Background: an optimization exercise with open tools, aiming at small area, a short achievable clock period and few clock cycles per item. Do not read the settings as production practice. No functional check of the RTL was part of any run shown here. Power is estimated from default activity; no workload was simulated.

`design/flow/config.mk`:
```
export PLATFORM = sky130hd
export DESIGN_NAME = inone_rx
export DESIGN_NICKNAME = inone_rx
export VERILOG_FILES = /design/flow/design.v
export SDC_FILE = /design/flow/constraint.sdc
export NUM_CORES = 4
export LEC_CHECK = 0
export CAP_MARGIN = 20
export CORE_MARGIN = 2
export CORE_UTILIZATION = 40
export SETUP_SLACK_MARGIN = 5
export SLEW_MARGIN = 20
```
`design/flow/constraint.sdc`:
```
create_clock -name core_clock -period 10.0 [get_ports {clk}]
set_input_delay 2.0000 -clock core_clock [delete_from_list [all_inputs] [get_ports {clk}]]
set_output_delay 2.0000 -clock core_clock [all_outputs]
set_load 0.01 [all_outputs]
```
`design/flow/design.v`:
```
module inone_rx (
    input  wire        clk,
    input  wire        rst,           
    input  wire        cmd_valid,
    output wire        cmd_ready,
    input  wire [1:0]  cmd_op,
    input  wire [7:0]  cmd_byte,
    input  wire [31:0] now,           
    output wire        rearm,         
    output wire [5:0]  cursor,
    output wire        raw_ready,
    output wire        pkt_ready,
    output wire [2:0]  outcome,
    output wire [3:0]  lastlen,
    output wire [71:0] last_frame     
);
    localparam OP_APPEND = 2'd0;
    localparam OP_POLL   = 2'd1;
    localparam OP_GET    = 2'd2;
    localparam OC_OK     = 3'd1;
    localparam OC_MAN1   = 3'd2;
    localparam OC_FRM1   = 3'd3;
    localparam OC_LCLASS = 3'd4;
    localparam OC_MAN2   = 3'd5;
    localparam OC_FRM2   = 3'd6;
    localparam OC_CRC    = 3'd7;
    localparam [31:0] RESYNC_MS = 32'd600;
    localparam [7:0]  CRC_POLY  = 8'h8C;
    reg [5:0]  cursor_q;
    reg [31:0] lastact_q;
    reg        raw_ready_q;
    reg        pkt_ready_q;
    reg [2:0]  outcome_q;
    reg [3:0]  lastlen_q;
    reg [71:0] frame_q;
    reg        rearm_q;
    reg        wait_q;        
    reg [91:0] d;
    reg [15:0] e1;            
    reg [22:15] e2;           
    reg [4:0]  cnt;           
    reg [7:0]  crc;
    reg        done;
    reg        run;           
    assign cmd_ready  = ~wait_q;
    assign rearm      = rearm_q;
    assign cursor     = cursor_q;
    assign raw_ready  = raw_ready_q;
    assign pkt_ready  = pkt_ready_q;
    assign outcome    = outcome_q;
    assign lastlen    = lastlen_q;
    assign last_frame = frame_q;
    wire accept    = cmd_valid && !wait_q;
    wire do_append = accept && cmd_op == OP_APPEND;
    wire do_poll   = accept && cmd_op == OP_POLL;
    wire do_get    = accept && cmd_op == OP_GET;
    wire [3:0] bbit = {cmd_byte[1], cmd_byte[3], cmd_byte[5], cmd_byte[7]};
    wire [3:0] berr = {cmd_byte[1] ~^ cmd_byte[0], cmd_byte[3] ~^ cmd_byte[2],
                       cmd_byte[5] ~^ cmd_byte[4], cmd_byte[7] ~^ cmd_byte[6]};
    genvar k;
    generate
        for (k = 0; k < 23; k = k + 1) begin : g_store
            wire we = do_append && cursor_q == k;
            if (k == 0) begin : g_b0
                always @(posedge clk)
                    if (we) begin
                        d[3:2] <= bbit[3:2];
                        e1[0]  <= |berr[3:2];
                    end
            end else if (k < 15) begin : g_b1
                always @(posedge clk)
                    if (we) begin
                        d[4*k +: 4] <= bbit;
                        e1[k]       <= |berr;
                    end
            end else if (k == 15) begin : g_b15
                always @(posedge clk)
                    if (we) begin
                        d[63:60] <= bbit;
                        e1[15]   <= |berr[1:0];
                        e2[15]   <= |berr[3:2];
                    end
            end else begin : g_b2
                always @(posedge clk)
                    if (we) begin
                        d[4*k +: 4] <= bbit;
                        e2[k]       <= |berr;
                    end
            end
        end
    endgenerate
    wire [1:0] cls = {d[51], d[50]};              
    wire man1 = |e1;
    reg  frm1;
    reg  frm2;
    integer g;
    always @(*) begin
        frm1 = 1'b0;
        for (g = 0; g < 12; g = g + 1)
            if (!d[5*g + 2]) frm1 = 1'b1;
        frm2 = 1'b0;
        for (g = 0; g < 6; g = g + 1)
            if (!d[5*g + 62] && (cls[1] || (cls[0] && g < 2))) frm2 = 1'b1;
    end
    wire man2 = ((cls != 2'd0) && (|e2[17:15])) || (cls[1] && (|e2[22:18]));
    reg [2:0] oc;
    always @(*) begin
        if (man1)              oc = OC_MAN1;
        else if (frm1)         oc = OC_FRM1;
        else if (cls == 2'd3)  oc = OC_LCLASS;
        else if (man2)         oc = OC_MAN2;
        else if (frm2)         oc = OC_FRM2;
        else if (crc != 8'd0)  oc = OC_CRC;
        else                   oc = OC_OK;
    end
    wire ok = (oc == OC_OK);
    reg [71:0] fr;
    always @(*) begin
        for (g = 0; g < 18; g = g + 1)
            fr[4*g +: 4] = d[5*g + 3 +: 4];
        if (cls == 2'd0) fr[71:48] = 24'd0;
        if (cls != 2'd2) fr[71:56] = 16'd0;
    end
    wire [3:0] flen = cls[1] ? 4'd9 : cls[0] ? 4'd7 : 4'd6;
    reg  [3:0] nib;                               
    always @(posedge clk) nib <= fr[{cnt, 2'b00} +: 4];
    reg  [7:0] crc_nxt;
    integer q;
    always @(*) begin
        crc_nxt = crc;
        for (q = 0; q < 4; q = q + 1)
            crc_nxt = (crc_nxt >> 1) ^ ((crc_nxt[0] ^ nib[q]) ? CRC_POLY : 8'h00);
    end
    wire [4:0] last = cls[1] ? 5'd17 : cls[0] ? 5'd13 : 5'd11;
    wire restart = do_append && cursor_q <= 6'd22;
    always @(posedge clk) begin
        if (rst || restart) begin
            cnt  <= 5'd0;
            crc  <= 8'd0;
            run  <= 1'b0;
            done <= 1'b0;
        end else if (!done) begin
            cnt <= cnt + 5'd1;
            run <= 1'b1;
            if (run) crc <= crc_nxt;
            if (cnt == last + 5'd1) done <= 1'b1;
        end
    end
    function automatic le10;                      
        input [9:0] a, b;
        integer i;
        begin
            le10 = 1'b1;
            for (i = 0; i < 10; i = i + 1)
                le10 = (~a[i] & b[i]) | (~(a[i] ^ b[i]) & le10);
        end
    endfunction
    wire [9:0]  la_lo  = lastact_q[9:0];
    wire [21:0] la_hi  = lastact_q[31:10];
    wire [10:0] w_lo   = {1'b0, la_lo} + 11'd600;
    reg  [21:0] cy;
    integer ci;
    always @(*) begin
        cy[0] = 1'b1;
        for (ci = 1; ci < 22; ci = ci + 1)
            cy[ci] = cy[ci - 1] & la_hi[ci - 1];
    end
    wire [21:0] hx     = now[31:10] ^ la_hi;
    wire        bor    = !le10(la_lo, now[9:0]);           
    wire        le_w   = le10(now[9:0], w_lo[9:0]);
    wire        lo_ok  = bor ? (w_lo[10] && le_w) : (w_lo[10] || le_w);
    wire        hi_ok  = bor ? (hx == cy) : (hx == 22'd0);
    wire        recent = hi_ok && lo_ok;
    wire due    = (cursor_q != 6'd0) && !recent;
    wire commit = ((do_poll && raw_ready_q) || wait_q) && done;
    always @(posedge clk) begin
        if (do_append)
            lastact_q <= now;
    end
    always @(posedge clk) begin
        if (rst) begin
            cursor_q    <= 6'd0;
            raw_ready_q <= 1'b0;
            pkt_ready_q <= 1'b0;
            outcome_q   <= 3'd0;
            lastlen_q   <= 4'd0;
            frame_q     <= 72'd0;
            rearm_q     <= 1'b0;
            wait_q      <= 1'b0;
        end else begin
            rearm_q <= 1'b0;
            if (do_append) begin
                if (cursor_q == 6'd59) begin
                    cursor_q    <= 6'd0;
                    raw_ready_q <= 1'b1;
                    rearm_q     <= 1'b1;
                end else begin
                    cursor_q <= cursor_q + 6'd1;
                end
            end
            if (do_poll) begin
                if (due) begin
                    cursor_q <= 6'd0;
                    rearm_q  <= 1'b1;
                end
                if (raw_ready_q) begin
                    raw_ready_q <= 1'b0;
                    if (!done) wait_q <= 1'b1;
                end
            end
            if (do_get)
                pkt_ready_q <= 1'b0;
            if (commit) begin
                wait_q    <= 1'b0;
                outcome_q <= oc;
                if (ok) begin
                    frame_q     <= fr;
                    lastlen_q   <= flen;
                    pkt_ready_q <= 1'b1;
                end
            end
        end
    end
endmodule
```
`design/flow/run.sh`:
```
#!/bin/bash
# synth_recipe.tcl (not shown) runs the flow's synth.tcl, then flattens the netlist and writes it again
# the make line also repeats each setting of config.mk as NAME=value (left out here)
make -C /OpenROAD-flow-scripts/flow DESIGN_CONFIG=/design/flow/config.mk WORK_HOME=/design/flow/orfs CLKGATE_MAP_FILE= SYNTH_SCRIPT=/design/flow/synth_recipe.tcl finish
```
==> out/qor.yml, run 1 <==
run_status: "complete, no violations"
hold_path_start: "frame_q[59]"
dr_total_vias: 7486
ctsResizeCount: 0
r2r_start: "d[51]"
syn-instance-count: 948
worst_slew_margin_rel: 0.3129
met1_routed_length_um: 12270
die_width_um: 168.7
fin_nets: 1145
first_iter_violations: 523
gr-total-overflow: 0
cts_inserted_buffers: 28
core-area_mm2: 0.02680
synth_top_cell_by_area: "sky130_fd_sc_hd__edfxtp_1"
routed-wl-met3_um: 1432
dp_hpwl_um: 18040
place_congestion: 0.8177
synth-edff-count: 146
postSynthAreaPerCell_um2: 11.45
synth_cell_types: 61
preCtsSetupSlack_ps: 4956
minimum_period_implied_by_the_final_worst_setup_slack_ps: 4506
p_leak_nw: 4.512
final.setup.worst_slack_ps: 5494
synth-seq-area-share: 0.5995
ys_dominant_reg_cell: "sky130_fd_sc_hd__edfxtp_1"
synth.area.top_cells: "sky130_fd_sc_hd__edfxtp_1 40%, sky130_fd_sc_hd__dfxtp_1 20%, sky130_fd_sc_hd__nand2_1 5.4%, sky130_fd_sc_hd__a21oi_1 4.3%, sky130_fd_sc_hd__mux4_2 3.3%"
worstRegToRegCells: 8
critical_path_peak_fanout: 7
unrepaired_setup_endpoints_after_global_routing: "false"
critPathLaunchType: "input pin"
top_area_cell_type_share_of_the_netlist_area: 0.4040
cp_data_arrival_time_ps: 4920
clock_tree.htree_level_count: 1
ioPinCount: 134
number_of_global_route_vias_before_repair: 7299
clock_skew_ps: 13.14
vdd_ir_drop_max_uv: 122.7
crit_start: "now[9]"
min-delay-path-class: "reg2reg"
setup.reg_to_reg.worst_slack_ps: 6830
post_route_cells_drive_above_1_share: 0.08387
drc: 0
maximum_clock_path_buffer_count: 3
slew_violations: 0
clk_root_buffer_cell: "sky130_fd_sc_hd__clkbuf_16"
flow.area_growth_from_synthesis_pct: 23.98
finalInstanceArea_mm2: 0.01346
critPathKind: "in2reg"
fin_setup_tns_ps: 0
vias_per_cell: 5.206
routed-wl-met2_um: 11660
route.detailed.wl_per_inst_um: 17.96
firstDrtPassIters: 5
wirelength_um: 25830
synth_fp_nets: 1018
grt_antenna_before_repair: 0
crit-reg2reg-capture: "lastlen_q[2]"
grt_pass1_wl_um: 40520
overall_die_height_um: 168.7
n_antenna_cell: 0
dp.cells: 1386
hold_end: "frame_q[59]"
clock_pin_slew_worst_setup_and_hold_paths_ps: 60
clock_insertion_delay_worst_skew_ps: 540
total_count_of_hold_check_failures_in_the_final_report: 0
largest_net_degree_at_the_start_of_global_routing: 90
end_kind: "register"
top_layer_used: "met4"
initial_core_util: 0.4049
final-setup-viol-count: 0
ant_nets: 0
hold_buffers: 0
post_synth_instance_area_mm2: 0.01085
power_density_over_the_cells_mw_per_mm2: 174.8
synth-async-reset-ratio: 0
setup_buffers_after_cts: 0
finalNonFillerCells: 1438
placement.io_buffers: 133
yosys_warnings: 1
cts.sink_count: 252
maxCapViolCount: 0
achievable-frequency_mhz: 221.9
hold_path_depth: 2
worstMarginPinSlew_ps: 1029
die-area_mm2: 0.02847
worst-endpoint-required_ps: 10410
period_share: 0.4506
place_area_mm2: 0.01250
globalRouteTotalUtil: 0.1808
clock_tree_from_tritoncts: "done"
synth-seq-cells: 252
placement_rows: 60
power by group:
group          switching (W)  total, W  internal [W]
clock               0.000411   0.00104      0.000629
sequential         0.0000215   0.00114       0.00111
combinational      0.0000916  0.000176     0.0000845
area by class of cell:
type / instances / area (µm²)
timing repair buffer: 144 / 1409
clock inverter: 17 / 173.9
sequential: 252 / 6506
multi-input combinational: 613 / 4026
tap: 341 / 426.7
inverter: 36 / 135.1
clock buffer: 35 / 778.2
fill: 2380 / 13350
routing by layer:
layer | track usage | up-vias
li1 | - | 3645
met2 | 0.2869 | 178
met4 | 0.04160 | 0
met3 | 0.03040 | 37
met5 | 0 | -
met1 | 0.2607 | 3626
per-stage QoR:
stage	hold slack (ps)	power (W)	utilization
3_5_place_dp	446.1	0.001335	0.4665
6_report	448.7	0.002352	0.5021
3_3_place_gp	441.8	0.001333	0.4665
4_1_cts	454.4	0.002375	0.5021
2_1_floorplan	436.5	0.001273	-
5_1_grt	462.0	0.002438	0.5021
worst max path at each step:
| stage | cells past startpoint | end |
|---|---|---|
| 5_1_grt | 9 | cursor_q[3] |
| 3_3_place_gp | 9 | cursor_q[4] |
| 3_5_place_dp | 9 | cursor_q[0] |
| 6_report | 9 | cursor_q[3] |
| 2_1_floorplan | 5 | d[60] |
| 4_1_cts | 9 | cursor_q[3] |
cells by family after synthesis:
kind of cell             share of synthesized area
AND/OR/NAND/NOR                             0.1582
flip-flops                                  0.5995
AO/OA/AOI/OAI                              0.08001
buffers and inverters                      0.03113
XOR/XNOR                                   0.05153
multiplexers                               0.05084
adder cells (fa/ha/maj)                    0.02882
cells in the final DEF, fill, tap and decap left out, drive strengths merged, types with 4 or more instances in the layout:
master / synthesis / final
mux2i: 18 / 18
o21ai: 11 / 11
or2: 4 / 4
nor2b: 12 / 12
clkinvlp: 0 / 4
dfxtp: 106 / 106
nand2: 156 / 156
nand2b: 9 / 9
nor3b: 5 / 5
nand3: 33 / 33
buf: 21 / 12
nor2: 52 / 52
ha: 25 / 25
mux4: 16 / 16
o22ai: 8 / 8
a2111oi: 6 / 6
clkdlybuf4s50: 0 / 132
and2: 9 / 9
a211oi: 8 / 8
nor3: 12 / 12
xor2: 34 / 34
clkbuf: 26 / 35
nand4: 14 / 14
nor4b: 7 / 7
xnor2: 29 / 29
edfxtp: 146 / 146
clkinv: 0 / 9
a31oi: 4 / 4
nor4: 16 / 16
inv: 36 / 37
a21oi: 93 / 93
synthesized netlist by cell type, types with 4 or more instances:
library cell                count
sky130_fd_sc_hd__a2111oi_1      4
sky130_fd_sc_hd__a211oi_1       8
sky130_fd_sc_hd__a21oi_1       93
sky130_fd_sc_hd__a31oi_1        4
sky130_fd_sc_hd__and2_1         9
sky130_fd_sc_hd__buf_1          6
sky130_fd_sc_hd__buf_2         12
sky130_fd_sc_hd__clkbuf_1      26
sky130_fd_sc_hd__dfxtp_1      106
sky130_fd_sc_hd__edfxtp_1     146
sky130_fd_sc_hd__ha_1          25
sky130_fd_sc_hd__inv_1         35
sky130_fd_sc_hd__mux2i_1       18
sky130_fd_sc_hd__mux4_2        16
sky130_fd_sc_hd__nand2_1      156
sky130_fd_sc_hd__nand2b_1       9
sky130_fd_sc_hd__nand3_1       33
sky130_fd_sc_hd__nand4_1       11
sky130_fd_sc_hd__nor2_1        52
sky130_fd_sc_hd__nor2b_1       12
sky130_fd_sc_hd__nor3_1        12
sky130_fd_sc_hd__nor3b_1        5
sky130_fd_sc_hd__nor4_1        13
sky130_fd_sc_hd__nor4b_2        4
sky130_fd_sc_hd__o21ai_0        6
sky130_fd_sc_hd__o21ai_1        5
sky130_fd_sc_hd__o22ai_1        8
sky130_fd_sc_hd__xnor2_1       28
sky130_fd_sc_hd__xor2_1        34
worst max-delay path, stage by stage:
cell and delay, ps:
sky130_fd_sc_hd__clkdlybuf4s50_1 470, sky130_fd_sc_hd__ha_1 330, sky130_fd_sc_hd__a21o_1 200, sky130_fd_sc_hd__or4_1 420
sky130_fd_sc_hd__a211oi_1 360, sky130_fd_sc_hd__nor2_1 80, sky130_fd_sc_hd__nor3b_1 400, sky130_fd_sc_hd__nand4_4 220
sky130_fd_sc_hd__a2111oi_1 420
state kept, by name, summed over array words and instances, names as in the netlist:
signal and flops:
cnt 5, rearm_q 1, nib 4, crc 8, lastact_q 32, frame_q 72, cursor_q 6, pkt_ready_q 1
run 1, outcome_q 3, e2 8, done 1, e1 16, lastlen_q 2, raw_ready_q 1, d 90
wait_q 1
==> run 2: changes to the inputs <==
--- a/design/flow/config.mk
+++ b/design/flow/config.mk
@@ -8,5 +8,4 @@
 export CAP_MARGIN = 20
 export CORE_MARGIN = 2
 export CORE_UTILIZATION = 40
-export SETUP_SLACK_MARGIN = 5
 export SLEW_MARGIN = 20
==> out/qor.yml, run 2 <==
run_status: "complete, no violations"
crit-reg2reg-capture: "frame_q[52]"
fin_nets: 1144  # -0.087%
r2r_start: "d[51]"
synth.area.top_cells: "sky130_fd_sc_hd__edfxtp_1 40%, sky130_fd_sc_hd__dfxtp_1 20%, sky130_fd_sc_hd__nand2_1 5.4%, sky130_fd_sc_hd__a21oi_1 4.3%, sky130_fd_sc_hd__mux4_2 3.3%"
number_of_global_route_vias_before_repair: 7319  # +0.27%
firstDrtPassIters: 4  # -1
synth_most_common_cell: "sky130_fd_sc_hd__nand2_1"
synth-seq-area-share: 0.5995  # unchanged
vdd_ir_drop_max_uv: 119.7  # -2.5%
overall_die_height_um: 168.7  # unchanged
slew_violations: 0  # unchanged
switchingPower_w: 0.0005071  # -3.2%
unrepaired_setup_endpoints_after_global_routing: "false"
p_leak_nw: 4.448  # -1.4%
clock_insertion_delay_worst_skew_ps: 530  # about the same
n_antenna_cell: 0  # unchanged
core-area_mm2: 0.02680  # unchanged
power_density_over_the_cells_mw_per_mm2: 167.6  # -4.2%
critPathCapture: "cursor_q[0]"
worst_path_dominant_cell_family: "simple AND/OR/NAND/NOR gates"
final.fill_count: 2439  # +2.5%
layout.cells.most_common: "sky130_fd_sc_hd__nand2_1"
min-delay-path-class: "reg2reg"
mostFrequentLayoutCells: "156 x sky130_fd_sc_hd__nand2_1, 146 x sky130_fd_sc_hd__edfxtp_1, 132 x sky130_fd_sc_hd__clkdlybuf4s50_1, 106 x sky130_fd_sc_hd__dfxtp_1, 93 x sky130_fd_sc_hd__a21oi_1"
critPathLaunchType: "input pin"
cp_data_arrival_time_ps: 4790  # -130 ps
crit_start: "now[9]"
clock_pin_slew_worst_setup_and_hold_paths_ps: 60  # about the same
critPathKind: "in2reg"
power.internal_w: 0.001723  # -5.8%
largest_register_ff_count: 90  # unchanged
ys_dominant_reg_cell: "sky130_fd_sc_hd__edfxtp_1"
pwr-share-clk: 0.412  # -0.030
initial_core_util: 0.4049  # unchanged
yosys_warnings: 1  # unchanged
setup.reg_to_reg.worst_slack_ps: 6880  # +50 ps
clock_skew_ps: 12.74  # -0.4006 ps
critPathSlowestCell: "sky130_fd_sc_hd__clkdlybuf4s50_1"
grt_antenna_before_repair: 0  # unchanged
critical_path_peak_fanout: 7  # unchanged
placement_rows: 60  # unchanged
synth-async-reset-ratio: 0  # unchanged
fin_setup_tns_ps: 0  # unchanged
max_stage_delay_ps: 450  # -20 ps
hold_buffers: 0  # unchanged
dp_hpwl_um: 18350  # +1.7%
clock_tree.htree_level_count: 1  # unchanged
post_route_cells_drive_above_1_share: 0.07587  # -0.007997
worst-endpoint-required_ps: 10410  # about the same
share_seq_of_total_power: 0.510  # +0.027
maxCapViolCount: 0  # unchanged
worstMarginPinSlew_ps: 1011  # -18.43 ps
ant_nets: 0  # unchanged
ctsResizeCount: 0  # unchanged
vias_per_cell: 5.214  # +0.16%
route.detailed.wl_per_inst_um: 18.14  # +1.0%
critical_path_cell_count: 9  # unchanged
worstRegToRegCells: 8  # unchanged
die-area_mm2: 0.02847  # unchanged
dr_total_vias: 7482  # -0.053%
drc: 0  # unchanged
cts_inserted_buffers: 27  # -3.6%
synth-seq-cells: 252  # unchanged
clk_root_buffer_cell: "sky130_fd_sc_hd__clkbuf_16"
period_share: 0.4377  # -0.01285
cts.sink_count: 252  # unchanged
minimum_period_implied_by_the_final_worst_setup_slack_ps: 4377  # -128.5 ps
globalRouteTotalUtil: 0.1827  # +0.001903
wirelength_um: 26040  # +0.79%
layout.core_utilization: 0.4966  # -0.005462
synth-edff-count: 146  # unchanged
worst_slew_margin_rel: 0.3262  # +0.01323
end_kind: "register"
setup_buffers_after_cts: 0  # unchanged
maximum_clock_path_buffer_count: 3  # unchanged
post_synth_instance_area_mm2: 0.01085  # unchanged
ioPinCount: 134  # unchanged
reg_top3: "d (90), frame_q (72), lastact_q (32)"
clock_tree_from_tritoncts: "done"
die_width_um: 168.7  # unchanged
synth_fp_nets: 1018  # unchanged
grt_pass1_wl_um: 41070  # +1.4%
power.switching_fraction: 0.2274  # +0.004604
synth_commonest_cells: "156 x sky130_fd_sc_hd__nand2_1, 146 x sky130_fd_sc_hd__edfxtp_1, 106 x sky130_fd_sc_hd__dfxtp_1"
power.share.combinational: 0.078  # +0.003
largest_register: "d"
critical_path.cell_chain: "clkdlybuf4s50_1, ha_1, a21o_1, or4_1, a211oi_1, nor2_1, nor3b_1, nand4_4, a2111oi_1"
achievable-frequency_mhz: 228.5  # +2.9%
crit_buf_inv: 1  # unchanged
synth_top_cell_by_area: "sky130_fd_sc_hd__edfxtp_1"
syn-instance-count: 948  # unchanged
placement.io_buffers: 133  # unchanged
flow.area_growth_from_synthesis_pct: 22.63
top_area_cell_type_share_of_the_netlist_area: 0.4040  # unchanged
final-setup-viol-count: 0  # unchanged
gr-total-overflow: 0  # unchanged
synth_cell_types: 61  # unchanged
first_iter_violations: 703  # +34%
place_congestion: 0.7877  # -3.7%
postSynthAreaPerCell_um2: 11.45  # unchanged
total_count_of_hold_check_failures_in_the_final_report: 0  # unchanged
largest_net_degree_at_the_start_of_global_routing: 90  # unchanged
## run 2: kinds of logic (layout without fill, tap and decap cells)
group           count (synthesis)  count (layout)  synth area share
simple gates                  342             342            0.1582
flops                         252             252            0.5995
compound gates                148             148           0.08001
buf+inv                        83             229           0.03113
xor+xnor                       63              63           0.05153
mux                            35              35           0.05084
fa+ha+maj                      25              25           0.02882
## run 2: stage by stage
step	cells	area (µm²)	hold slack, ps	worst slack, ps	total power, W
6_report	1435	13310	446.0	5623	0.002230
4_1_cts	1435	13310	451.8	5599	0.002251
3_5_place_dp	1386	12500	443.9	5062	0.001334
2_1_floorplan	948	10850	436.5	4485	0.001273
3_3_place_gp	1386	12500	440.3	5189	0.001334
5_1_grt	1435	13310	472.3	5325	0.002311
## run 2: layer usage
metal / track usage / part of all wire / up-vias
li1: - / - / 3644
met1: 0.2666 / 0.48 / 3583
met2: 0.2858 / 0.45 / 222
met3: 0.03063 / 0.058 / 33
met4: 0.04273 / 0.018 / 0
met5: 0 / 0 / -
## run 2: how the worst min path moves through the flow
stage	slack, ps	cells after the start	end	startpoint
finish	450	2	frame_q[71]	frame_q[71]
floorplan	440	2	run	run
global route	470	2	frame_q[67]	frame_q[67]
global placement	440	2	frame_q[55]	frame_q[55]
CTS	450	2	frame_q[71]	frame_q[71]
detailed placement	440	2	frame_q[71]	frame_q[71]
## run 2: power by group through the flow
| stage | logic [W] | clock network [W] | registers, W |
|---|---|---|---|
| 2_1_floorplan | 0.000123 | 0 | 0.00115 |
| 3_3_place_gp | 0.000174 | 0 | 0.00116 |
| 3_5_place_dp | 0.000174 | 0 | 0.00116 |
| 4_1_cts | 0.000175 | 0.000938 | 0.00114 |
| 5_1_grt | 0.000192 | 0.000978 | 0.00114 |
| 6_report | 0.000173 | 0.000919 | 0.00114 |
## run 2: worst min-delay path: cells and delay by family (launching register included)
kind / cells / cell delay (ps)
DFF: 1 / 300
and+or+nand+nor: 1 / 50
AOI/OAI and AO/OA: 1 / 50
## run 2: area by class of cell
type / count / area (µm²) / area share
multi-input cells: 613 / 4026 / 0.3025
clock inverters: 13 / 96.34 / 0.007239
well taps: 341 / 426.7 / 0.03206
clock buffers: 36 / 709.4 / 0.05330
flip-flops and latches: 252 / 6506 / 0.4889
repair buffers: 144 / 1409 / 0.1059
inverters: 36 / 135.1 / 0.01015
==> run 3: changes to the inputs <==
--- a/design/flow/design.v
+++ b/design/flow/design.v
@@ -146,31 +146,10 @@
             if (cnt == last + 5'd1) done <= 1'b1;
         end
     end
-    function automatic le10;                      
-        input [9:0] a, b;
-        integer i;
-        begin
-            le10 = 1'b1;
-            for (i = 0; i < 10; i = i + 1)
-                le10 = (~a[i] & b[i]) | (~(a[i] ^ b[i]) & le10);
-        end
-    endfunction
-    wire [9:0]  la_lo  = lastact_q[9:0];
-    wire [21:0] la_hi  = lastact_q[31:10];
-    wire [10:0] w_lo   = {1'b0, la_lo} + 11'd600;
-    reg  [21:0] cy;
-    integer ci;
-    always @(*) begin
-        cy[0] = 1'b1;
-        for (ci = 1; ci < 22; ci = ci + 1)
-            cy[ci] = cy[ci - 1] & la_hi[ci - 1];
-    end
-    wire [21:0] hx     = now[31:10] ^ la_hi;
-    wire        bor    = !le10(la_lo, now[9:0]);           
-    wire        le_w   = le10(now[9:0], w_lo[9:0]);
-    wire        lo_ok  = bor ? (w_lo[10] && le_w) : (w_lo[10] || le_w);
-    wire        hi_ok  = bor ? (hx == cy) : (hx == 22'd0);
-    wire        recent = hi_ok && lo_ok;
+    wire [10:0] dlo    = {1'b0, now[9:0]} - {1'b0, lastact_q[9:0]};
+    wire [21:0] la_hi1 = lastact_q[31:10] + 22'd1;
+    wire        hi_eq  = dlo[10] ? (now[31:10] == la_hi1) : (now[31:10] == lastact_q[31:10]);
+    wire        recent = hi_eq && (dlo[9:0] <= RESYNC_MS[9:0]);
     wire due    = (cursor_q != 6'd0) && !recent;
     wire commit = ((do_poll && raw_ready_q) || wait_q) && done;
     always @(posedge clk) begin
--- a/design/flow/config.mk
+++ b/design/flow/config.mk
@@ -8,4 +8,5 @@
 export CAP_MARGIN = 20
 export CORE_MARGIN = 2
 export CORE_UTILIZATION = 40
+export SETUP_SLACK_MARGIN = 5
 export SLEW_MARGIN = 20
==> out/qor.yml, run 3 <==
placement_rows: 60  # unchanged
power_density_over_the_cells_mw_per_mm2: 180.2  # +7.5%
clock_pin_slew_worst_setup_and_hold_paths_ps: 60  # about the same
ys_dominant_reg_cell: "sky130_fd_sc_hd__edfxtp_1"
synth_commonest_cells: "159 x sky130_fd_sc_hd__nand2_1, 146 x sky130_fd_sc_hd__edfxtp_1, 106 x sky130_fd_sc_hd__dfxtp_1"
largest_net_degree_at_the_start_of_global_routing: 86  # -4.4%
worst_slew_margin_rel: 0.3281  # +0.001962
largest_register: "d"
firstDrtPassIters: 5  # +1
synth-async-reset-ratio: 0  # unchanged
min-delay-path-class: "reg2reg"
route.detailed.wl_per_inst_um: 18.45  # +1.7%
largest_register_ff_count: 90  # unchanged
place_congestion: 0.8667  # +10%
flow.area_growth_from_synthesis_pct: 26.77
end_kind: "register"
maximum_clock_path_buffer_count: 3  # unchanged
critPathSlowestCell: "sky130_fd_sc_hd__or4_4"
pwr-share-clk: 0.464  # +0.052
final-setup-viol-count: 0  # unchanged
cp_data_arrival_time_ps: 5300  # +510 ps
slew_violations: 0  # unchanged
clock_skew_ps: 23.03  # +10.29 ps
placement.io_buffers: 133  # unchanged
clock_insertion_delay_worst_skew_ps: 540  # about the same
max_stage_delay_ps: 560  # +110 ps
gr-total-overflow: 0  # unchanged
hold_buffers: 0  # unchanged
synth-seq-cells: 252  # unchanged
layout.cells.most_common: "sky130_fd_sc_hd__nand2_1"
grt_antenna_before_repair: 0  # unchanged
critPathLaunchType: "input pin"
unrepaired_setup_endpoints_after_global_routing: "false"
n_antenna_cell: 0  # unchanged
cts_inserted_buffers: 28  # +3.7%
synth.area.top_cells: "sky130_fd_sc_hd__edfxtp_1 40%, sky130_fd_sc_hd__dfxtp_1 20%, sky130_fd_sc_hd__nand2_1 5.5%, sky130_fd_sc_hd__a21oi_1 4.4%, sky130_fd_sc_hd__mux4_2 3.3%"
p_leak_nw: 4.540  # +2.1%
multi_input_comb_area_mm2: 0.004164  # +3.4%
register_area_mm2: 0.006506  # unchanged
clk_root_buffer_cell: "sky130_fd_sc_hd__clkbuf_16"
ant_nets: 0  # unchanged
synth_top_cell_by_area: "sky130_fd_sc_hd__edfxtp_1"
power.switching_fraction: 0.2174  # -0.01002
synth-seq-area-share: 0.6006  # +0.001108
synth_fp_nets: 1024  # +0.59%
clock_tree_from_tritoncts: "done"
vdd_ir_drop_max_uv: 132.2  # +10%
mostFrequentLayoutCells: "159 x sky130_fd_sc_hd__nand2_1, 146 x sky130_fd_sc_hd__edfxtp_1, 131 x sky130_fd_sc_hd__clkdlybuf4s50_1, 106 x sky130_fd_sc_hd__dfxtp_1, 93 x sky130_fd_sc_hd__a21oi_1"
reg_top3: "d (90), frame_q (72), lastact_q (32)"
first_iter_violations: 542  # -23%
achievable-frequency_mhz: 204.9  # -10%
power.internal_w: 0.001937  # +12%
post_synth_instance_area_mm2: 0.01083  # -0.18%
share_seq_of_total_power: 0.460  # -0.050
post_route_cells_drive_above_1_share: 0.1032  # +0.02736
power.share.combinational: 0.077  # about the same
ioPinCount: 134  # unchanged
core-area_mm2: 0.02680  # unchanged
total_count_of_hold_check_failures_in_the_final_report: 0  # unchanged
yosys_warnings: 1  # unchanged
clock_tree.htree_level_count: 1  # unchanged
switchingPower_w: 0.0005380  # +6.1%
dp_hpwl_um: 18440  # +0.53%
synth_cell_types: 64  # +4.9%
final.fill_count: 2359  # -3.3%
totalPowerFinal_w: 0.002475  # +11%
run_status: "complete, no violations"
grt_pass1_wl_um: 41980  # +2.2%
overall_die_height_um: 168.6  # about the same
fin_setup_tns_ps: 0  # unchanged
wirelength_um: 26850  # +3.1%
critical_path_peak_fanout: 6  # -1
number_of_global_route_vias_before_repair: 7611  # +4.0%
maxCapViolCount: 0  # unchanged
cts.sink_count: 252  # unchanged
period_share: 0.4880  # +0.05027
syn-instance-count: 962  # +1.5%
critical_path.cell_chain: "clkdlybuf4s50_1, ha_4, nand3_1, o221ai_4, buf_6, a21oi_4, buf_6, a2111oi_4, a41oi_2, a2111o_1, or4_4, a2111oi_4"
top_area_cell_type_share_of_the_netlist_area: 0.4047  # +0.0007465
worstMarginPinSlew_ps: 1000  # -10.64 ps
globalRouteTotalUtil: 0.1862  # +0.003503
synth_most_common_cell: "sky130_fd_sc_hd__nand2_1"
fin_nets: 1154  # +0.87%
minimum_period_implied_by_the_final_worst_setup_slack_ps: 4880  # +502.7 ps
dr_total_vias: 7732  # +3.3%
fin_worst_hold_slack_ps: 446.5  # +0.4750 ps
critPathKind: "in2reg"
synth-edff-count: 146  # unchanged
crit_buf_inv: 3  # +2
die_width_um: 168.6  # about the same
vias_per_cell: 5.314  # +1.9%
worst-endpoint-required_ps: 10420  # about the same
initial_core_util: 0.4042  # -0.0007470
die-area_mm2: 0.02841  # -0.18%
postSynthAreaPerCell_um2: 11.26  # -1.6%
worst_path_dominant_cell_family: "compound AO/OA/AOI/OAI gates"
drc: 0  # unchanged
run 3: cell types whose count changed after synthesis, moves of 5 or more:
cell / previous run / this run
sky130_fd_sc_hd__and4_1: 1 / 7
sky130_fd_sc_hd__buf_1: 6 / 1
sky130_fd_sc_hd__buf_2: 12 / 4
sky130_fd_sc_hd__clkbuf_1: 26 / 44
sky130_fd_sc_hd__ha_1: 25 / 16
sky130_fd_sc_hd__inv_1: 35 / 28
sky130_fd_sc_hd__nand4_1: 11 / 17
sky130_fd_sc_hd__nor2_1: 52 / 59
sky130_fd_sc_hd__nor4_1: 13 / 7
sky130_fd_sc_hd__o21ai_1: 5 / 0
run 3: worst register-to-register path: cells and delay by family, from the launching register on:
kind	cells	cell delay (ps)
flip-flops	1	370
adder cells (fa/ha/maj)	2	440
buffers and inverters	3	400
AND/OR/NAND/NOR	1	560
AO/OA/AOI/OAI	7	1490
run 3: metrics by stage:
step	utilization	worst slack (ps)	cells	instance area, µm²
2_1_floorplan	-	5013	962	10880
6_report	0.5124	5120	1455	13730
5_1_grt	0.5124	4982	1455	13730
4_1_cts	0.5087	5019	1452	13630
3_3_place_gp	0.4669	4095	1395	12510
3_5_place_dp	0.4669	3957	1395	12510
run 3: kinds of logic (layout without fill, tap and decap cells):
family,Yosys count,count (layout),synth area share
and+or+nand+nor,356,356,0.1551
DFF,252,252,0.6006
AOI/OAI and AO/OA,160,161,0.09344
buffers and inverters,80,231,0.02957
xor gates and xnor gates,62,62,0.05013
muxes,35,35,0.05082
adders and majority gates,17,17,0.02033
run 3: path summary, 6_finish.rpt:
kind	from	endpoint	slack (ps)	cells past startpoint
setup reg to reg	lastact_q[0]	cursor_q[0]	6640	13
hold reg to reg	frame_q[71]	frame_q[71]	450	2
hold / removal	frame_q[71]	frame_q[71]	450	2
setup / recovery	now[4]	cursor_q[0]	5120	12
run 3: layout make-up:
| type | instances | share of cell area |
|---|---|---|
| multi-input cells | 631 | 0.3032 |
| well taps | 341 | 0.03107 |
| repair buffers | 151 | 0.1071 |
| clock inverters | 18 | 0.02077 |
| clock buffers | 34 | 0.05640 |
| inverters | 28 | 0.007653 |
| flip-flops and latches | 252 | 0.4738 |
run 3: metal layers:
| metal | part of all wire | track usage | wire length (µm) | vias to the layer above |
|---|---|---|---|---|
| li1 | - | - | - | 3735 |
| met1 | 0.46 | 0.2648 | 12460 | 3772 |
| met2 | 0.47 | 0.3086 | 12680 | 198 |
| met3 | 0.051 | 0.02549 | 1357 | 27 |
| met4 | 0.013 | 0.03448 | 346 | 0 |
| met5 | 0 | 0 | 0 | - |
run 3: power by group through the flow:
| stage | sequential [W] | clock [W] | combinational [W] |
|---|---|---|---|
| floorplan | 0.00115 | 0 | 0.000126 |
| global placement | 0.00116 | 0 | 0.000176 |
| detailed placement | 0.00116 | 0 | 0.000178 |
| CTS | 0.00114 | 0.00117 | 0.000184 |
| global route | 0.00114 | 0.00121 | 0.000208 |
| finish | 0.00114 | 0.00115 | 0.000190 |
run 3: timing repair:
action	CTS	global route
setup buffers	4	3
pin swaps	9	8
gates resized for setup	4	17
setup endpoints to repair	7	7
gates cloned	1	0
==> run 4: changes to the inputs <==
--- a/design/flow/config.mk
+++ b/design/flow/config.mk
@@ -8,5 +8,4 @@
 export CAP_MARGIN = 20
 export CORE_MARGIN = 2
 export CORE_UTILIZATION = 40
-export SETUP_SLACK_MARGIN = 5
 export SLEW_MARGIN = 20
==> out/qor.yml, run 4 <==
synth_top_cell_by_area: "sky130_fd_sc_hd__edfxtp_1"
globalRouteTotalUtil: 0.1829  # -0.003307
dp_hpwl_um: 18130  # -1.7%
top_usage_layer: "met2"
post_synth_and_or_nand_nor_area_fraction: 0.1551  # unchanged
post_synth_instance_area_mm2: 0.01083  # unchanged
overall_die_height_um: 168.6  # unchanged
worst_slew_margin_rel: 0.3365  # +0.008402
synth-async-reset-ratio: 0  # unchanged
met2_usage: 0.2856  # -0.02308
number_of_global_route_vias_before_repair: 7405  # -2.7%
clk_root_buffer_cell: "sky130_fd_sc_hd__clkbuf_16"
grt_pass1_wl_um: 41180  # -1.9%
preCtsSetupSlack_ps: 3741  # -217.0 ps
met3_track_demand_over_resource_in_global_routing: 0.02993  # +0.004442
cts.sink_count: 252  # unchanged
dp.cells: 1395  # unchanged
synth_fp_nets: 1024  # unchanged
route.detailed.wl_per_inst_um: 17.92  # -2.9%
layout.cells.most_common: "sky130_fd_sc_hd__nand2_1"
synth_compound_area_frac: 0.09344  # unchanged
synth-seq-area-share: 0.6006  # unchanged
reg_top3: "d (90), frame_q (72), lastact_q (32)"
fin_nets: 1146  # -0.69%
clock_tree.htree_level_count: 1  # unchanged
critPathKind: "in2reg"
met1_usage: 0.2669  # +0.002139
synth_commonest_cells: "159 x sky130_fd_sc_hd__nand2_1, 146 x sky130_fd_sc_hd__edfxtp_1, 106 x sky130_fd_sc_hd__dfxtp_1"
vdd_ir_drop_max_uv: 130.6  # -1.2%
cp_data_arrival_time_ps: 6110  # +810 ps
final-setup-viol-count: 0  # unchanged
synth-seq-cells: 252  # unchanged
mostFrequentLayoutCells: "159 x sky130_fd_sc_hd__nand2_1, 146 x sky130_fd_sc_hd__edfxtp_1, 132 x sky130_fd_sc_hd__clkdlybuf4s50_1, 106 x sky130_fd_sc_hd__dfxtp_1, 95 x sky130_fd_sc_hd__a21oi_1"
ioPinCount: 134  # unchanged
layout.core_utilization: 0.5002  # -0.01223
critical_path_peak_fanout: 7  # +1
clock_insertion_delay_worst_skew_ps: 540  # about the same
min-delay-path-class: "reg2reg"
achievable-frequency_mhz: 176.2  # -14%
clock_tree_from_tritoncts: "done"
hold_buffers: 0  # unchanged
xor_xnor_share_of_the_synthesized_area: 0.05013  # unchanged
yosys_warnings: 1  # unchanged
dr_total_vias: 7717  # -0.19%
synth_most_common_cell: "sky130_fd_sc_hd__nand2_1"
grt_antenna_before_repair: 0  # unchanged
minimum_period_implied_by_the_final_worst_setup_slack_ps: 5675  # +794.8 ps
post_route_cells_drive_above_1_share: 0.07595  # -0.02728
power.switching_fraction: 0.2219  # +0.004570
synth_cell_types: 64  # unchanged
main_combinational_cell_family_by_area_after_synthesis: "simple AND/OR/NAND/NOR gates"
period_share: 0.5675  # +0.07948
maxCapViolCount: 0  # unchanged
synth.area.top_cells: "sky130_fd_sc_hd__edfxtp_1 40%, sky130_fd_sc_hd__dfxtp_1 20%, sky130_fd_sc_hd__nand2_1 5.5%, sky130_fd_sc_hd__a21oi_1 4.4%, sky130_fd_sc_hd__mux4_2 3.3%"
largest_register_ff_count: 90  # unchanged
top_area_cell_type_share_of_the_netlist_area: 0.4047  # unchanged
syn-instance-count: 962  # unchanged
flow.area_growth_from_synthesis_pct: 23.75
place_congestion: 0.8818  # +1.7%
placement_rows: 60  # unchanged
pwr-share-clk: 0.437  # -0.027
die-area_mm2: 0.02841  # unchanged
totalPowerFinal_w: 0.002332  # -5.8%
clock_skew_ps: 8.928  # -14.10 ps
fin_setup_tns_ps: 0  # unchanged
ys_dominant_reg_cell: "sky130_fd_sc_hd__edfxtp_1"
unrepaired_setup_endpoints_after_global_routing: "false"
n_antenna_cell: 0  # unchanged
synth-edff-count: 146  # unchanged
synth-adder-area-share: 0.02033  # unchanged
finalNonFillerCells: 1447  # -0.55%
cts_inserted_buffers: 28  # unchanged
switchingPower_w: 0.0005176  # -3.8%
end_kind: "register"
share_seq_of_total_power: 0.487  # +0.027
critPathLaunchType: "input pin"
core-area_mm2: 0.02680  # unchanged
setup_buffers_after_cts: 0  # -4
firstDrtPassIters: 5  # unchanged
die_width_um: 168.6  # unchanged
first_iter_violations: 584  # +7.7%
worstMarginPinSlew_ps: 987.6  # -12.51 ps
total_count_of_hold_check_failures_in_the_final_report: 0  # unchanged
muxShareOfSynthArea: 0.05082  # unchanged
power.internal_w: 0.001814  # -6.3%
drc: 0  # unchanged
gr-total-overflow: 0  # unchanged
placement.io_buffers: 133  # unchanged
worst-endpoint-required_ps: 10440  # +20 ps
wirelength_um: 25930  # -3.4%
power_density_over_the_cells_mw_per_mm2: 174.0  # -3.5%
ant_nets: 0  # unchanged
final.setup.worst_slack_ps: 4325  # -794.8 ps
vias_per_cell: 5.333  # +0.36%
largest_net_degree_at_the_start_of_global_routing: 86  # unchanged
power.share.combinational: 0.075  # -0.002
p_leak_nw: 4.417  # -2.7%
run_status: "complete, no violations"
ctsResizeCount: 0  # -4
clock_pin_slew_worst_setup_and_hold_paths_ps: 60  # about the same
slew_violations: 0  # unchanged
largest_register: "d"
maximum_clock_path_buffer_count: 3  # unchanged
postSynthAreaPerCell_um2: 11.26  # unchanged
initial_core_util: 0.4042  # unchanged
## run 4: cell counts after synthesis
No cell type changed its count.
## run 4: cell type report
cell class,count,area [µm²]
clock inverter,5,31.28
tap,341,426.7
sequential,252,6506
fill,2380,13400
clock buffer,47,907.1
multi-input combinational,630,4020
inverter,28,105.1
timing repair buffer,144,1409
## run 4: layer usage
layer | vias up | share of wire | wire, µm
met1 | 3730 | 0.47 | 12190
met3 | 40 | 0.057 | 1469
met4 | 0 | 0.023 | 604
met2 | 233 | 0.45 | 11660
li1 | 3714 | - | -
met5 | - | 0 | 0
## run 4: critical path, cell delays in order
cell and delay (ps):
sky130_fd_sc_hd__clkdlybuf4s50_1 420, sky130_fd_sc_hd__inv_1 60, sky130_fd_sc_hd__ha_1 150, sky130_fd_sc_hd__inv_1 50, sky130_fd_sc_hd__fa_1 410, sky130_fd_sc_hd__a21oi_1 230, sky130_fd_sc_hd__o221ai_2 200, sky130_fd_sc_hd__a2111oi_0 730
sky130_fd_sc_hd__mux2i_1 260, sky130_fd_sc_hd__nor2_1 50, sky130_fd_sc_hd__or4_1 530, sky130_fd_sc_hd__or4_1 610, sky130_fd_sc_hd__a2111oi_4 400
## run 4: worst paths after layout
check	from	end	slack (ps)	cells past startpoint
worst max register to register	lastact_q[0]	cursor_q[0]	5950	11
worst min register to register	frame_q[50]	frame_q[50]	450	2
worst min-delay path	frame_q[50]	frame_q[50]	450	2
worst max-delay path	now[0]	cursor_q[0]	4330	13
## run 4: power by group through the flow
stage / sequential [W] / clock [W] / combinational (W)
after floorplan: 0.00115 / 0 / 0.000124
after global placement: 0.00116 / 0 / 0.000174
after detailed placement: 0.00116 / 0 / 0.000176
after CTS: 0.00114 / 0.00104 / 0.000176
after global routing: 0.00114 / 0.00108 / 0.000196
final: 0.00114 / 0.00102 / 0.000175
## run 4: cell families (layout without fill, tap and decap cells)
logic type	after synthesis	after routing
flops	252	252
xor+xnor	62	62
fa+ha+maj	17	17
buf+inv	80	224
simple gates	356	356
compound gates	160	160
mux	35	35
## run 4: per-stage QoR
step | instance area, µm² | hold WS, ps
finish | 13410 | 449.4
global route | 13410 | 466.4
CTS | 13410 | 453.3
detailed placement | 12470 | 445.3
global placement | 12470 | 438.5
floorplan | 10830 | 436.5
==> run 5: changes to the inputs <==
--- a/design/flow/design.v
+++ b/design/flow/design.v
@@ -41,7 +41,6 @@
     reg [4:0]  cnt;           
     reg [7:0]  crc;
     reg        done;
-    reg        run;           
     assign cmd_ready  = ~wait_q;
     assign rearm      = rearm_q;
     assign cursor     = cursor_q;
@@ -122,8 +121,7 @@
         if (cls != 2'd2) fr[71:56] = 16'd0;
     end
     wire [3:0] flen = cls[1] ? 4'd9 : cls[0] ? 4'd7 : 4'd6;
-    reg  [3:0] nib;                               
-    always @(posedge clk) nib <= fr[{cnt, 2'b00} +: 4];
+    wire [3:0] nib = fr[{cnt, 2'b00} +: 4];
     reg  [7:0] crc_nxt;
     integer q;
     always @(*) begin
@@ -137,20 +135,14 @@
         if (rst || restart) begin
             cnt  <= 5'd0;
             crc  <= 8'd0;
-            run  <= 1'b0;
             done <= 1'b0;
         end else if (!done) begin
             cnt <= cnt + 5'd1;
-            run <= 1'b1;
-            if (run) crc <= crc_nxt;
-            if (cnt == last + 5'd1) done <= 1'b1;
+            crc <= crc_nxt;
+            if (cnt == last) done <= 1'b1;
         end
     end
-    wire [10:0] dlo    = {1'b0, now[9:0]} - {1'b0, lastact_q[9:0]};
-    wire [21:0] la_hi1 = lastact_q[31:10] + 22'd1;
-    wire        hi_eq  = dlo[10] ? (now[31:10] == la_hi1) : (now[31:10] == lastact_q[31:10]);
-    wire        recent = hi_eq && (dlo[9:0] <= RESYNC_MS[9:0]);
-    wire due    = (cursor_q != 6'd0) && !recent;
+    wire due    = (cursor_q != 6'd0) && ((now - lastact_q) > RESYNC_MS);
     wire commit = ((do_poll && raw_ready_q) || wait_q) && done;
     always @(posedge clk) begin
         if (do_append)
==> out/qor.yml, run 5 <==
run_status: "complete, no violations"
post_synth_instance_area_mm2: 0.01172  # +8.2%
period_share: 0.4893  # -0.07817
dr_total_vias: 8551  # +11%
largest_register: "d"
maximum_clock_path_buffer_count: 3  # unchanged
flow.area_growth_from_synthesis_pct: 20.98
min-delay-path-class: "reg2reg"
first_iter_violations: 563  # -3.6%
fin_setup_tns_ps: 0  # unchanged
end_kind: "register"
achievable-frequency_mhz: 204.4  # +16%
route.detailed.wl_per_inst_um: 17.60  # -1.8%
minimum_period_implied_by_the_final_worst_setup_slack_ps: 4893  # -781.7 ps
ys_dominant_reg_cell: "sky130_fd_sc_hd__edfxtp_1"
power.switching_fraction: 0.2475  # +0.02555
p_leak_nw: 4.863  # +10%
final-setup-viol-count: 0  # unchanged
ant_nets: 0  # unchanged
drc: 0  # unchanged
reg_top3: "d (90), frame_q (72), lastact_q (32)"
met1_routed_length_um: 12620  # +3.5%
postSynthAreaPerCell_um2: 10.65  # -5.4%
gr-total-overflow: 0  # unchanged
routed-wl-met2_um: 13770  # +18%
fin_nets: 1292  # +13%
synth_cell_types: 85  # +33%
power.share.combinational: 0.127  # +0.052
clock_insertion_delay_worst_skew_ps: 540  # about the same
clock_skew_ps: 13.23  # +4.299 ps
die_width_um: 175.2  # +3.9%
initial_core_util: 0.4071  # +0.002937
overall_die_height_um: 175.2  # +3.9%
synth_commonest_cells: "174 x sky130_fd_sc_hd__nand2_1, 146 x sky130_fd_sc_hd__edfxtp_1, 118 x sky130_fd_sc_hd__a21oi_1"
wirelength_um: 28430  # +9.6%
power.internal_w: 0.001805  # -0.52%
place_congestion: 0.8651  # -1.9%
synth_fp_nets: 1182  # +15%
top_area_cell_type_share_of_the_netlist_area: 0.3742  # -0.03055
grt_antenna_before_repair: 0  # unchanged
largest_net_degree_at_the_start_of_global_routing: 77  # -10%
vias_per_cell: 5.295  # -0.72%
core-area_mm2: 0.02878  # +7.4%
synth-edff-count: 146  # unchanged
die-area_mm2: 0.03068  # +8.0%
cts_inserted_buffers: 27  # -3.6%
layout.cells.most_common: "sky130_fd_sc_hd__nand2_1"
top_layer_used: "met4"
mostFrequentLayoutCells: "174 x sky130_fd_sc_hd__nand2_1, 146 x sky130_fd_sc_hd__edfxtp_1, 132 x sky130_fd_sc_hd__clkdlybuf4s50_1, 118 x sky130_fd_sc_hd__a21oi_1, 101 x sky130_fd_sc_hd__dfxtp_1"
slew_violations: 0  # unchanged
firstDrtPassIters: 6  # +1
synth-seq-cells: 247  # -2.0%
synth_top_cell_by_area: "sky130_fd_sc_hd__edfxtp_1"
ctsResizeCount: 0  # unchanged
cts.sink_count: 247  # -2.0%
placement_rows: 62  # +3.3%
clock_tree.htree_level_count: 1  # unchanged
maxCapViolCount: 0  # unchanged
clock_pin_slew_worst_setup_and_hold_paths_ps: 60  # about the same
placement.io_buffers: 133  # unchanged
vdd_ir_drop_max_uv: 186.2  # +43%
clock_tree_from_tritoncts: "done"
syn-instance-count: 1100  # +14%
worst-endpoint-required_ps: 10450  # about the same
switchingPower_w: 0.0005936  # +15%
final.fill_count: 2620  # +10%
share_seq_of_total_power: 0.463  # -0.024
synth_most_common_cell: "sky130_fd_sc_hd__nand2_1"
critPathKind: "in2reg"
pwr-share-clk: 0.410  # -0.027
clk_root_buffer_cell: "sky130_fd_sc_hd__clkbuf_16"
n_antenna_cell: 0  # unchanged
number_of_global_route_vias_before_repair: 8175  # +10%
dp_hpwl_um: 20450  # +13%
worst_slew_margin_rel: 0.3986  # +0.06211
finalInstanceArea_mm2: 0.01418  # +5.7%
largest_register_ff_count: 90  # unchanged
critical_path_peak_fanout: 7  # unchanged
total_count_of_hold_check_failures_in_the_final_report: 0  # unchanged
power_density_over_the_cells_mw_per_mm2: 169.2  # -2.7%
synth.area.top_cells: "sky130_fd_sc_hd__edfxtp_1 37%, sky130_fd_sc_hd__dfxtp_1 17%, sky130_fd_sc_hd__nand2_1 5.6%, sky130_fd_sc_hd__a21oi_1 5.0%, sky130_fd_sc_hd__ha_1 3.8%"
synth-async-reset-ratio: 0  # unchanged
routed-wl-met3_um: 1306  # -11%
ioPinCount: 134  # unchanged
hold_buffers: 0  # unchanged
setup_buffers_after_cts: 0  # unchanged
unrepaired_setup_endpoints_after_global_routing: "false"
worstMarginPinSlew_ps: 895.2  # -92.45 ps
synth-seq-area-share: 0.5467  # -0.05388
post_route_cells_drive_above_1_share: 0.08611  # +0.01016
globalRouteTotalUtil: 0.1813  # -0.001536
yosys_warnings: 1  # unchanged
cp_data_arrival_time_ps: 5340  # -770 ps
critPathLaunchType: "input pin"
place_area_mm2: 0.01329  # +6.6%
grt_pass1_wl_um: 44590  # +8.3%
-- run 5: cell types whose count changed in the layout (fill, tap and decap cells not counted), sizes merged, moves of 12 or more --
| cell | delta |
|---|---|
| xor2 | -15 |
| nand2 | +15 |
| clkbuf | -12 |
| o21ai | +16 |
| a21oi | +23 |
| a21o | +14 |
| ha | +20 |
| inv | +18 |
-- run 5: worst max-delay path, stage by stage --
cell                              delay, ps
sky130_fd_sc_hd__clkdlybuf4s50_1        430
sky130_fd_sc_hd__inv_1                   70
sky130_fd_sc_hd__ha_1                   160
sky130_fd_sc_hd__inv_1                   50
sky130_fd_sc_hd__fa_1                   420
sky130_fd_sc_hd__a21o_2                 280
sky130_fd_sc_hd__a211oi_4               330
sky130_fd_sc_hd__and4bb_4               270
sky130_fd_sc_hd__o211ai_2               160
sky130_fd_sc_hd__nand3_1                 90
sky130_fd_sc_hd__a311o_1                400
sky130_fd_sc_hd__nor4b_4                270
sky130_fd_sc_hd__a31oi_4                170
sky130_fd_sc_hd__nor4_1                 240
-- run 5: final timing paths --
kind | slack (ps) | cells past startpoint | startpoint | end
hold / removal | 450 | 2 | frame_q[21] | frame_q[21]
setup / recovery | 5110 | 14 | now[0] | cursor_q[5]
setup reg to reg | 6670 | 9 | cnt[0] | crc[2]
hold reg to reg | 450 | 2 | frame_q[21] | frame_q[21]
-- run 5: cell type report --
class	count	area (µm²)	area share
flip-flops and latches	247	6406	0.4519
multi-input cells	745	4825	0.3403
repair buffers	144	1409	0.09938
clock buffers	35	735.7	0.05190
well taps	384	480.5	0.03389
inverters	45	168.9	0.01192
clock inverters	15	151.4	0.01068
-- run 5: logic make-up after synthesis --
logic type	share of synthesized area
buffers and inverters	0.04271
multiplexers	0.05147
AO/OA/AOI/OAI	0.1282
flip-flops	0.5467
AND/OR/NAND/NOR	0.1600
adder cells (fa/ha/maj)	0.04100
XOR/XNOR	0.02990
-- run 5: metrics by stage --
step | power, W | cells | setup WS [ps] | util | hold slack [ps]
2_1_floorplan | 0.001353 | 1100 | 2672 | - | 476.1
3_3_place_gp | 0.001433 | 1565 | 4617 | 0.4617 | 439.4
3_5_place_dp | 0.001436 | 1565 | 4547 | 0.4617 | 443.2
4_1_cts | 0.002425 | 1615 | 5129 | 0.4925 | 451.3
5_1_grt | 0.002498 | 1615 | 4872 | 0.4926 | 462.8
6_report | 0.002399 | 1615 | 5107 | 0.4926 | 449.8
-- run 5: power groups by stage --
stage / clock [W] / sequential, W / combinational, W
floorplan: 0 / 0.00113 / 0.000224
global placement: 0 / 0.00113 / 0.000301
detailed placement: 0 / 0.00113 / 0.000302
CTS: 0.00101 / 0.00111 / 0.000304
global route: 0.00105 / 0.00111 / 0.000334
finish: 0.000983 / 0.00111 / 0.000304
-- run 5: routing by layer --
layer,vias up,track usage
met5,-,0
met4,0,0.05313
met3,49,0.02959
met2,215,0.3100
met1,4066,0.2368
li1,4221,-
==> run 6: changes to the inputs <==
--- a/design/flow/design.v
+++ b/design/flow/design.v
@@ -35,13 +35,15 @@
     reg [71:0] frame_q;
     reg        rearm_q;
     reg        wait_q;        
+    reg        tmo_q;         
     reg [91:0] d;
     reg [15:0] e1;            
     reg [22:15] e2;           
     reg [4:0]  cnt;           
     reg [7:0]  crc;
     reg        done;
-    assign cmd_ready  = ~wait_q;
+    reg        run;           
+    assign cmd_ready  = ~(wait_q | tmo_q);
     assign rearm      = rearm_q;
     assign cursor     = cursor_q;
     assign raw_ready  = raw_ready_q;
@@ -49,7 +51,7 @@
     assign outcome    = outcome_q;
     assign lastlen    = lastlen_q;
     assign last_frame = frame_q;
-    wire accept    = cmd_valid && !wait_q;
+    wire accept    = cmd_valid && !wait_q && !tmo_q;
     wire do_append = accept && cmd_op == OP_APPEND;
     wire do_poll   = accept && cmd_op == OP_POLL;
     wire do_get    = accept && cmd_op == OP_GET;
@@ -114,14 +116,12 @@
     end
     wire ok = (oc == OC_OK);
     reg [71:0] fr;
-    always @(*) begin
+    always @(*)
         for (g = 0; g < 18; g = g + 1)
             fr[4*g +: 4] = d[5*g + 3 +: 4];
-        if (cls == 2'd0) fr[71:48] = 24'd0;
-        if (cls != 2'd2) fr[71:56] = 16'd0;
-    end
     wire [3:0] flen = cls[1] ? 4'd9 : cls[0] ? 4'd7 : 4'd6;
-    wire [3:0] nib = fr[{cnt, 2'b00} +: 4];
+    reg  [3:0] nib;                               
+    always @(posedge clk) nib <= fr[{cnt, 2'b00} +: 4];
     reg  [7:0] crc_nxt;
     integer q;
     always @(*) begin
@@ -135,15 +135,68 @@
         if (rst || restart) begin
             cnt  <= 5'd0;
             crc  <= 8'd0;
+            run  <= 1'b0;
             done <= 1'b0;
         end else if (!done) begin
             cnt <= cnt + 5'd1;
-            crc <= crc_nxt;
-            if (cnt == last) done <= 1'b1;
-        end
-    end
-    wire due    = (cursor_q != 6'd0) && ((now - lastact_q) > RESYNC_MS);
+            run <= 1'b1;
+            if (run) crc <= crc_nxt;
+            if (cnt == last + 5'd1) done <= 1'b1;
+        end
+    end
+    function automatic le10;                      
+        input [9:0] a, b;
+        integer i;
+        begin
+            le10 = 1'b1;
+            for (i = 0; i < 10; i = i + 1)
+                le10 = (~a[i] & b[i]) | (~(a[i] ^ b[i]) & le10);
+        end
+    endfunction
+    wire [9:0]  la_lo  = lastact_q[9:0];
+    wire [21:0] la_hi  = lastact_q[31:10];
+    wire [10:0] w_lo   = {1'b0, la_lo} + 11'd600;
+    reg  [21:0] cy;
+    integer ci;
+    always @(*) begin
+        cy[0] = 1'b1;
+        for (ci = 1; ci < 22; ci = ci + 1)
+            cy[ci] = cy[ci - 1] & la_hi[ci - 1];
+    end
+    wire [21:0] hx     = now[31:10] ^ la_hi;
+    reg         hi0_q, hi1_q;                           
+    reg         bor_q, lew_q;                           
+    always @(posedge clk) begin
+        hi0_q <= (hx == 22'd0);
+        hi1_q <= (hx == cy);
+        bor_q <= !le10(la_lo, now[9:0]);
+        lew_q <= le10(now[9:0], w_lo[9:0]);
+    end
+    wire        lo_ok  = bor_q ? (w_lo[10] && lew_q) : (w_lo[10] || lew_q);
+    wire        hi_ok  = bor_q ? hi1_q : hi0_q;
+    wire        recent = hi_ok && lo_ok;
     wire commit = ((do_poll && raw_ready_q) || wait_q) && done;
+    wire pre_ok  = !wait_q && !tmo_q && raw_ready_q && done && ok;
+    wire late_ok = wait_q && done && ok;
+    wire is_poll = cmd_valid && !cmd_op[1] && cmd_op[0];
+    wire fen     = (is_poll && pre_ok) || late_ok;
+    always @(posedge clk) begin
+        if (rst) begin
+            frame_q[47:0] <= 48'd0;
+            lastlen_q     <= 4'd0;
+        end else if (fen) begin
+            frame_q[47:0] <= fr[47:0];
+            lastlen_q     <= flen;
+        end
+        if (rst || (fen && cls == 2'd0))
+            frame_q[55:48] <= 8'd0;
+        else if (fen)
+            frame_q[55:48] <= fr[55:48];
+        if (rst || (fen && cls != 2'd2))
+            frame_q[71:56] <= 16'd0;
+        else if (fen)
+            frame_q[71:56] <= fr[71:56];
+    end
     always @(posedge clk) begin
         if (do_append)
             lastact_q <= now;
@@ -154,10 +207,9 @@
             raw_ready_q <= 1'b0;
             pkt_ready_q <= 1'b0;
             outcome_q   <= 3'd0;
-            lastlen_q   <= 4'd0;
-            frame_q     <= 72'd0;
             rearm_q     <= 1'b0;
             wait_q      <= 1'b0;
+            tmo_q       <= 1'b0;
         end else begin
             rearm_q <= 1'b0;
             if (do_append) begin
@@ -170,13 +222,18 @@
                 end
             end
             if (do_poll) begin
-                if (due) begin
-                    cursor_q <= 6'd0;
-                    rearm_q  <= 1'b1;
-                end
+                if (cursor_q != 6'd0)
+                    tmo_q <= 1'b1;
                 if (raw_ready_q) begin
                     raw_ready_q <= 1'b0;
                     if (!done) wait_q <= 1'b1;
+                end
+            end
+            if (tmo_q) begin
+                tmo_q <= 1'b0;
+                if (!recent) begin
+                    cursor_q <= 6'd0;
+                    rearm_q  <= 1'b1;
                 end
             end
             if (do_get)
@@ -184,11 +241,8 @@
             if (commit) begin
                 wait_q    <= 1'b0;
                 outcome_q <= oc;
-                if (ok) begin
-                    frame_q     <= fr;
-                    lastlen_q   <= flen;
+                if (ok)
                     pkt_ready_q <= 1'b1;
-                end
             end
         end
     end
==> design/flow/flow/run.sh (new file) <==
#!/bin/bash
# The standard layout (standard.sh), with the port buffers made as
# sky130_fd_sc_hd__buf_1 instead of the cell buffer_ports picks by itself.
set -euo pipefail
export BUFFER_PORTS_ARGS="-buffer_cell sky130_fd_sc_hd__buf_1"
export SETUP_SLACK_MARGIN=6.5
bash standard.sh > standard.log 2>&1
==> design/flow/standard.sh (new file) <==
#!/bin/bash
# synth_recipe.tcl (not shown) runs the flow's synth.tcl, then flattens the netlist and writes it again
# the make line also repeats each setting of config.mk as NAME=value (left out here)
make -C /OpenROAD-flow-scripts/flow DESIGN_CONFIG=/design/flow/config.mk WORK_HOME=/design/flow/orfs CLKGATE_MAP_FILE= SYNTH_SCRIPT=/design/flow/synth_recipe.tcl "${@:-finish}"
--- a/design/flow/config.mk
+++ b/design/flow/config.mk
@@ -8,4 +8,7 @@
 export CAP_MARGIN = 20
 export CORE_MARGIN = 2
 export CORE_UTILIZATION = 40
+export CTS_BUF_LIST = sky130_fd_sc_hd__clkbuf_8
+export CTS_CLUSTER_DIAMETER = 60
+export CTS_CLUSTER_SIZE = 14
 export SLEW_MARGIN = 20
removed: design/flow/run.sh
==> out/qor.yml, run 6 <==
totalPowerFinal_w: 0.001993  # -17%
minimum_period_implied_by_the_final_worst_setup_slack_ps: 3423  # -1470 ps
core-area_mm2: 0.02688  # -6.6%
flow.area_growth_from_synthesis_pct: 14.03
synth-seq-area-share: 0.6066  # +0.05990
die-area_mm2: 0.02856  # -6.9%
critPathLaunchType: "input pin"
yosys_warnings: 1  # unchanged
post_synth_instance_area_mm2: 0.01089  # -7.1%
ys_dominant_reg_cell: "sky130_fd_sc_hd__edfxtp_1"
synth.area.top_cells: "sky130_fd_sc_hd__edfxtp_1 40%, sky130_fd_sc_hd__dfxtp_1 20%, sky130_fd_sc_hd__nand2_1 5.1%, sky130_fd_sc_hd__a21oi_1 4.2%, sky130_fd_sc_hd__mux4_2 4.1%"
gr-total-overflow: 0  # unchanged
place_area_mm2: 0.01182  # -11%
final.fill_count: 2531  # -3.4%
setup.reg_to_reg.worst_slack_ps: 7370  # +700 ps
synth_top_cell_by_area: "sky130_fd_sc_hd__edfxtp_1"
critPathKind: "in2reg"
synth_commonest_cells: "147 x sky130_fd_sc_hd__nand2_1, 146 x sky130_fd_sc_hd__edfxtp_1, 111 x sky130_fd_sc_hd__dfxtp_1"
ioPinCount: 134  # unchanged
largest_register: "d"
worst-endpoint-required_ps: 10420  # -30 ps
fin_worst_hold_slack_ps: 453.9  # +4.075 ps
postSynthAreaPerCell_um2: 11.55  # +8.4%
clock_pin_slew_worst_setup_and_hold_paths_ps: 90  # +30 ps
grt_antenna_before_repair: 0  # unchanged
hold_buffers: 0  # unchanged
run_status: "complete, no violations"
clock_insertion_delay_worst_skew_ps: 580  # +40 ps
route.detailed.wl_per_inst_um: 17.94  # +2.0%
syn-instance-count: 943  # -14%
largest_net_degree_at_the_start_of_global_routing: 86  # +12%
clock_skew_ps: 41.51  # +28.28 ps
grt_pass1_wl_um: 39790  # -11%
r2r_start: "lastact_q[10]"
fin_setup_tns_ps: 0  # unchanged
fin_nets: 1141  # -12%
synth-async-reset-ratio: 0  # unchanged
unrepaired_setup_endpoints_after_global_routing: "true"
mostFrequentLayoutCells: "146 x sky130_fd_sc_hd__nand2_1, 146 x sky130_fd_sc_hd__edfxtp_1, 132 x sky130_fd_sc_hd__buf_1, 108 x sky130_fd_sc_hd__dfxtp_1, 92 x sky130_fd_sc_hd__a21oi_1"
drc: 0  # unchanged
min-delay-path-class: "reg2reg"
worstMarginPinSlew_ps: 1068  # +172.8 ps
clock_tree_from_tritoncts: "done"
p_leak_nw: 4.114  # -15%
vdd_ir_drop_max_uv: 103.4  # -44%
worst_slew_margin_rel: 0.2870  # -0.1116
overall_die_height_um: 169.0  # -3.5%
globalRouteTotalUtil: 0.1763  # -0.005024
vias_per_cell: 5.219  # -1.4%
run 6: cell types whose count changed after synthesis, moves of 10 or more:
cell,change
sky130_fd_sc_hd__xor2_1,+16
sky130_fd_sc_hd__a21o_1,-11
sky130_fd_sc_hd__dfxtp_1,+10
sky130_fd_sc_hd__inv_1,-12
sky130_fd_sc_hd__mux2i_1,-15
sky130_fd_sc_hd__buf_2,-16
sky130_fd_sc_hd__ha_1,-11
sky130_fd_sc_hd__nand2_1,-27
sky130_fd_sc_hd__a21oi_1,-26
run 6: layout make-up:
| class | count | area [µm²] | share of cell area |
|---|---|---|---|
| Sequential cell | 257 | 6610 | 0.5323 |
| Multi-Input combinational cell | 604 | 4088 | 0.3292 |
| Timing Repair Buffer | 150 | 654.4 | 0.05270 |
| Tap cell | 341 | 426.7 | 0.03436 |
| Clock buffer | 25 | 344.1 | 0.02771 |
| Clock inverter | 21 | 171.4 | 0.01380 |
| Inverter | 33 | 123.9 | 0.009975 |
run 6: what timing repair did:
item | in CTS | in global routing
resized for setup | 4 | 4
endpoints found under the setup margin | 140 | 51
buffers inserted | 4 | 2
pin swaps | 3 | 0
cloned | 0 | 1
run 6: layer usage:
metal / routed length (µm) / vias up / track usage
met5: 0 / - / 0
met4: 540 / 0 / 0.04422
met3: 1514 / 37 / 0.03250
met2: 11820 / 206 / 0.2844
met1: 11800 / 3593 / 0.2474
li1: - / 3633 / -
run 6: worst min path at each step:
stage,slack [ps],cells after the start,start,endpoint
floorplan,450,2,run,run
global placement,440,2,frame_q[48],frame_q[48]
detailed placement,440,2,frame_q[48],frame_q[48]
CTS,460,2,frame_q[48],frame_q[48]
global route,470,2,frame_q[1],frame_q[1]
finish,450,2,frame_q[54],frame_q[54]
run 6: report_power, final:
part           total (W)  switching [W]  internal, W
registers        0.00116      0.0000232      0.00113
logic           0.000166      0.0000894    0.0000763
clock network   0.000671       0.000375     0.000296
total            0.00199       0.000488      0.00151
run 6: logic make-up (layout without fill, tap and decap cells):
logic type | after synthesis | after routing | share of synthesized area
XOR/XNOR | 63 | 63 | 0.05067
buffers and inverters | 83 | 229 | 0.03711
multiplexers | 27 | 27 | 0.04779
AND/OR/NAND/NOR | 334 | 335 | 0.1461
adder cells (fa/ha/maj) | 25 | 25 | 0.02872
flip-flops | 257 | 257 | 0.6066
AO/OA/AOI/OAI | 154 | 154 | 0.08295
run 6: stage by stage:
step	std cells	worst slack, ps	util
2_1_floorplan	943	6278	-
3_3_place_gp	1378	5652	0.4397
3_5_place_dp	1378	5545	0.4397
4_1_cts	1428	6501	0.4609
5_1_grt	1431	6491	0.4621
6_report	1431	6577	0.4621
run 6: critical path, stage by stage:
cell                      delay (ps)
sky130_fd_sc_hd__buf_1           230
sky130_fd_sc_hd__a41o_1          310
sky130_fd_sc_hd__nand4_1         270
sky130_fd_sc_hd__buf_4           260
sky130_fd_sc_hd__or3_2           580
sky130_fd_sc_hd__nand2_1         120
sky130_fd_sc_hd__a21oi_1          70

Check on run 6: ideal ports give 6.577 ns setup slack; a clkbuf_16 on the clock port and buf_2 on the inputs give 6.537 ns; moving port delays by the midpoint clock arrival (0.603 ns) as well gives 5.974 ns.
